Context: an optimization exercise on an open-source flow, tuned for small area, a short achievable clock period and few clock cycles per item. The choices shown serve that exercise and are no tape-out recipe. Where RTL was checked, it was by simulation tests only, not by an equivalence proof against the original.

Design tec_tick, start of the top module:
module tec_tick (
    input  wire         clk,
    input  wire         rst,         
    input  wire         start,       
    input  wire         on,          
    input  wire [511:0] temp,        
    input  wire [511:0] w,           
    input  wire [31:0]  b0,
    input  wire [31:0]  b1,
    input  wire [31:0]  b2,
    input  wire [31:0]  a1,
    input  wire [31:0]  a2,
    input  wire [31:0]  off,
    input  wire [31:0]  lo,
    input  wire [31:0]  hi,
    output wire         ready,       
    output reg          done,        
    output reg  [31:0]  mix,
    output wire [31:0]  y
);
Size: about 7800 cells after synthesis, roughly 300 flip-flops, roughly 52000 sq um of cells after synthesis.
export LEC_CHECK = 0
export ABC_AREA = 1
export CAP_MARGIN = 20
export CORE_AREA = 5 5 345 345
export CTS_BUF_LIST = sky130_fd_sc_hd__clkbuf_4 sky130_fd_sc_hd__clkbuf_8
export DIE_AREA = 0 0 350 350
export PLACE_DENSITY = 0.7
export SLEW_MARGIN = 20
create_clock -name core_clock -period 60.0 [get_ports {clk}]
standard.sh (not shown) runs the stock make flow with config.mk's settings and CLKGATE_MAP_FILE= SYNTH_SCRIPT=/design/flow/synth_recipe.tcl, a recipe that flattens the netlist after the stock synthesis.
==> flow/flow/run.sh <==
#!/bin/bash
# Layout flow: the standard ORFS flow (standard.sh), run in two parts:
#  2. placement to the final layout (standard.sh), with
#     - plain buf_1 cells as the port buffers (instead of delay cells);
#     - the port pins placed by flow/pins.tcl before the IO placer runs, so
#       that the port bits feeding one operand-register bit sit together;
#     - a setup-slack target for the timing repair after clock-tree synthesis
#       and after global routing, so that the repair works towards the period
#       the design can reach rather than stopping at the design's 60 ns
#       clock, which every path already meets.
# Each part's full output goes to a log file of its own in this folder.
set -uo pipefail
W=$PWD
export BUFFER_PORTS_ARGS="-buffer_cell sky130_fd_sc_hd__buf_1"
export PRE_IO_PLACEMENT_TCL="$W/flow/pins.tcl"
export SYNTH_KEEP_MODULES=tec_opmux
export MUX_ABC_SCRIPT="$W/flow/abc_mux.script"
export MAIN_ABC_SCRIPT="$W/flow/abc_main.script"
sed -e "s#SYNTH_SCRIPT=[^ ]*#SYNTH_SCRIPT=$W/flow/synth.tcl#" standard.sh > own_synth.sh
grep -q "SYNTH_SCRIPT=$W/flow/synth.tcl" own_synth.sh || exit 1
bash own_synth.sh synth floorplan > flow_1_synth_floorplan.log 2>&1 || exit 1
export SETUP_SLACK_MARGIN=47
bash standard.sh > flow_2_place_to_finish.log 2>&1 || exit 1
Other scripts of this flow, unchanged in this note and not shown: flow/flow/abc_main.script, flow/flow/abc_mux.script, flow/flow/pins.tcl, flow/flow/synth.tcl
The baseline finished clean.
Rerun with:
--- a/flow/flow/run.sh
+++ b/flow/flow/run.sh
@@ -22 +22 @@
-export SETUP_SLACK_MARGIN=47
+export SETUP_SLACK_MARGIN=46.5
Count of clock-buffer cells in the layout does not change.
Wire length falls by about 3.4%.
No functional check of the RTL was part of any run of this note.

* * *

tec_tick, a different RTL version from the one above (not shown whole).
Size: about 7800 cells after synthesis, roughly 300 flip-flops, about 0.052 mm^2 of cells after synthesis.
// tec_tick
module tec_tick (
    input  wire         clk,
    input  wire         rst,         
    input  wire         start,       
    input  wire         on,          
    input  wire [511:0] temp,        
    input  wire [511:0] w,           
    input  wire [31:0]  b0,
    input  wire [31:0]  b1,
    input  wire [31:0]  b2,
    input  wire [31:0]  a1,
    input  wire [31:0]  a2,
    input  wire [31:0]  off,
    input  wire [31:0]  lo,
    input  wire [31:0]  hi,
    output wire         ready,       
    output reg          done,        
    output reg  [31:0]  mix,
    output wire [31:0]  y
);
    reg         idle;
    wire        busy = ~idle;
    reg  [4:0]  c;           
    reg         on_r;
    reg  [31:0] opa, opb, p, acc;
    reg  [31:0] x1, x2, y1, y2;
    assign ready = idle;
    assign y     = y1;
    reg         a_acc, b_acc, b_neg;      
    wire [31:0] add_a = a_acc ? acc : mix;
    wire [31:0] add_b0 = b_acc ? acc : p;
    wire [31:0] add_b = {add_b0[31] ^ b_neg, add_b0[30:0]};
    wire [31:0] sum;
    tec_fadd u_add (.a(add_a), .b(add_b), .s(sum));
    wire [31:0] prod;
    tec_fmul u_mul (.a(opa), .b(opb), .p(prod));
    wire [31:0] opa_n, opb_n;
    tec_opmux u_mux (
        .c(c), .temp(temp), .w(w),
        .b0(b0), .b1(b1), .b2(b2), .a1(a1), .a2(a2), .lo(lo), .hi(hi),
        .x1(x1), .x2(x2), .y1(y1), .y2(y2), .x0(sum),
        .opa_n(opa_n), .opb_n(opb_n)
    );
    function automatic is_nan(input [31:0] v);
        is_nan = (v[30:23] == 8'hFF) && (v[22:0] != 0);
    endfunction
    function automatic f_lt(input [31:0] v, input [31:0] u);
        reg [31:0] kv, ku;
        begin
            kv = v[31] ? ~v : {1'b1, v[30:0]};
            ku = u[31] ? ~u : {1'b1, u[30:0]};
            f_lt = kv < ku;
        end
    endfunction
    wire        s_nan = is_nan(sum), l_nan = is_nan(opa), h_nan = is_nan(opb);
    wire        s_lt_l = f_lt(sum, opa);
  ...
Settings: LEC_CHECK=0, ABC_AREA=1, CAP_MARGIN=20, CORE_AREA=5 5 325 325, CTS_BUF_LIST=sky130_fd_sc_hd__clkbuf_4 sky130_fd_sc_hd__clkbuf_8, DIE_AREA=0 0 330 330, PLACE_DENSITY=0.75, SLEW_MARGIN=20; clock period 60.0 ns.
==> flow/flow/run.sh <==
#!/bin/bash
# Layout flow: the standard ORFS flow (standard.sh), run in two parts:
#  2. placement to the final layout (standard.sh), with
#     - plain buf_1 cells as the port buffers (instead of delay cells);
#     - the port pins placed by flow/pins.tcl before the IO placer runs, so
#       that the port bits feeding one operand-register bit sit together;
#     - a setup-slack target for the timing repair after clock-tree synthesis
#       and after global routing, so that the repair works towards the period
#       the design can reach rather than stopping at the design's 60 ns
#       clock, which every path already meets.
# Each part's full output goes to a log file of its own in this folder.
set -uo pipefail
W=$PWD
export BUFFER_PORTS_ARGS="-buffer_cell sky130_fd_sc_hd__buf_1"
export PRE_IO_PLACEMENT_TCL="$W/flow/pins.tcl"
export SYNTH_KEEP_MODULES=tec_opmux
export MUX_ABC_SCRIPT="$W/flow/abc_mux.script"
export MAIN_ABC_SCRIPT="$W/flow/abc_main.script"
sed -e "s#SYNTH_SCRIPT=[^ ]*#SYNTH_SCRIPT=$W/flow/synth.tcl#" standard.sh > own_synth.sh
grep -q "SYNTH_SCRIPT=$W/flow/synth.tcl" own_synth.sh || exit 1
bash own_synth.sh synth floorplan > flow_1_synth_floorplan.log 2>&1 || exit 1
export SETUP_SLACK_MARGIN=46.5
bash standard.sh > flow_2_place_to_finish.log 2>&1 || exit 1
Other scripts of this flow, unchanged in this note and not shown: flow/flow/abc_main.script, flow/flow/abc_mux.script, flow/flow/pins.tcl, flow/flow/synth.tcl
Testbench counts at the start, summed over its fixed seeds: cycles 114,228, ticks 4,800.
==> next run, changes <==
Settings changed: CORE_AREA 5 5 325 325 to 5 5 345 345, DIE_AREA 0 0 330 330 to 0 0 350 350, PLACE_DENSITY 0.75 to 0.7.
Effect:
- The new run produced a clean layout
- cell area rises slightly
- synthesized area stays the same
- via count falls slightly
- utilization falls by 6.7 points
- sequential share of layout area is about the same

* * *

Setup of run 1:
tec_tick, a different RTL version from the one above (not shown whole).
Size: ~300 flip-flops, roughly 52000 um^2 of cells after synthesis.
clock: 60.0 ns
lec_check: 0
abc_area: 1
cap_margin: 20
core_area: 5 5 375 375
die_area: 0 0 380 380
place_density: 0.65
slew_margin: 20
==> flow/flow/abc_main.script <==
strash
dch
map -D 9000
topo
stime -c
buffer -c
upsize -c
dnsize -c
Scripts as last shown in full above: flow/flow/run.sh
Other scripts of this flow, unchanged in this note and not shown: flow/flow/abc_mux.script, flow/flow/pins.tcl, flow/flow/synth.tcl
Run 1: done, clean on timing, DRC and antenna
Testbench counts of run 1, summed over its fixed seeds: cycles 114,228, ticks 4,800.
### run 1 -> run 2
==> flow/flow/abc_main.script <==
strash
dch
map
topo
stime -c
buffer -c
upsize -c
dnsize -c
--- a/flow/config.mk
+++ b/flow/config.mk
@@ -9,4 +9,5 @@
 export CAP_MARGIN = 20
 export CORE_AREA = 5 5 375 375
+export CTS_BUF_LIST = sky130_fd_sc_hd__clkbuf_4 sky130_fd_sc_hd__clkbuf_8
 export DIE_AREA = 0 0 380 380
 export PLACE_DENSITY = 0.65
[summary]
| area of all sequential standard cells | run 2 vs run 1 | ≈ equal |
Run 2: global-route usage over all layers higher than run 1
Reported for run 1 and run 2, max-capacitance violation count turned out identical to the last digit.
From run 1 to run 2 the numbers moved as follows: first-iteration DRC count saw an increase; number of well taps saw little to no change.
Worst clock skew on run 2 is behind run 1.
Looking only at multi-input gate share of the layout cell area, and setting everything else aside, the lower value of run 1 and run 2 goes to run 1.
Between run 2 and run 1, it is run 2 whose weighted congestion at the end of routability-driven global placement is higher, by about 4%.
--- input diff run 2..run 3 ---
==> flow/flow/abc_main.script <==
strash
dch
map -D 9000
topo
stime -c
buffer -c
upsize -c
dnsize -c
## What came out
Share of the core filled with cells down 2.0 points in run 3 wrt run 2. Side by side, total standard cell area after synthesis turned out lower in run 3 than in run 2. Run 2 leaves less setup margin than run 3. Number of inserted diodes (run 3 over run 2): decrease, 7.
For run 4, these inputs were changed with respect to run 3:
--- a/flow/config.mk
+++ b/flow/config.mk
@@ -8,7 +8,7 @@
 export ABC_AREA = 1
 export CAP_MARGIN = 20
-export CORE_AREA = 5 5 375 375
+export CORE_AREA = 5 5 345 345
 export CTS_BUF_LIST = sky130_fd_sc_hd__clkbuf_4 sky130_fd_sc_hd__clkbuf_8
-export DIE_AREA = 0 0 380 380
-export PLACE_DENSITY = 0.65
+export DIE_AREA = 0 0 350 350
+export PLACE_DENSITY = 0.7
 export SLEW_MARGIN = 20
### Flow results
Of run 4 and run 3, it is run 4 that has the higher pre-CTS setup slack.
Compared with run 3, in run 4 synthesis-to-finish area growth shows a reduction of 2.0 points; number of CTS-inserted buffers shrank by about 15%; average wire per standard cell now smaller.
The total of fill cells in the finished design in run 4 was lower than what run 3 gave.
Of run 4 and run 3, it is run 4 that has the higher time the final worst path needs with I/O delays and setup.

port drivers added, routing unchanged:
No port has a modelled driver above. Below, the same layouts with a new extraction and two added sets of constraints. Step 1 assumes that a clkbuf_16 drives the clock port and a buf_2 every other input. Step 2 moves the port delays by t, midway between the first and last clock arrival at a register: inputs arrive t later, outputs are due t later. That takes back most of the time a late clock gives input paths. Slacks: no drivers / after step 1 / after step 2; pairs: no drivers / after step 1.
| run | t, ns | setup WS [ns] | worst setup path after step 2 | clock arrival spread, ns | cell pins on the clock port's net |
|---|---|---|---|---|---|
| the first run of note 1 | 0.866 | 46.596 / 46.508 / 46.284 | input to register | 0.090 / 0.090 | 1 |
| the second run of note 1 | 0.859 | 46.495 / 46.415 / 45.854 | input to register | 0.101 / 0.102 | 1 |
| the first run of note 2 | 0.861 | 46.502 / 46.421 / 46.224 | input to register | 0.081 / 0.081 | 1 |
| the second run of note 2 | 0.831 | 46.494 / 46.408 / 45.878 | input to register | 0.033 / 0.034 | 1 |
| run 1 | 0.718 | 46.525 / 46.440 / 45.931 | input to register | 0.047 / 0.047 | 1 |
| run 2 | 0.857 | 46.505 / 46.416 / 45.898 | input to register | 0.085 / 0.085 | 1 |
| run 3 | 0.828 | 46.540 / 46.456 / 45.778 | input to register | 0.053 / 0.052 | 1 |
| run 4 | 0.843 | 46.503 / 46.424 / 45.781 | input to register | 0.061 / 0.061 | 1 |
After both steps setup and hold are still met in every run listed. For run 3, which loses most, drivers alone change the setup slack by -0.084 ns; drivers and shift together by -0.762 ns.
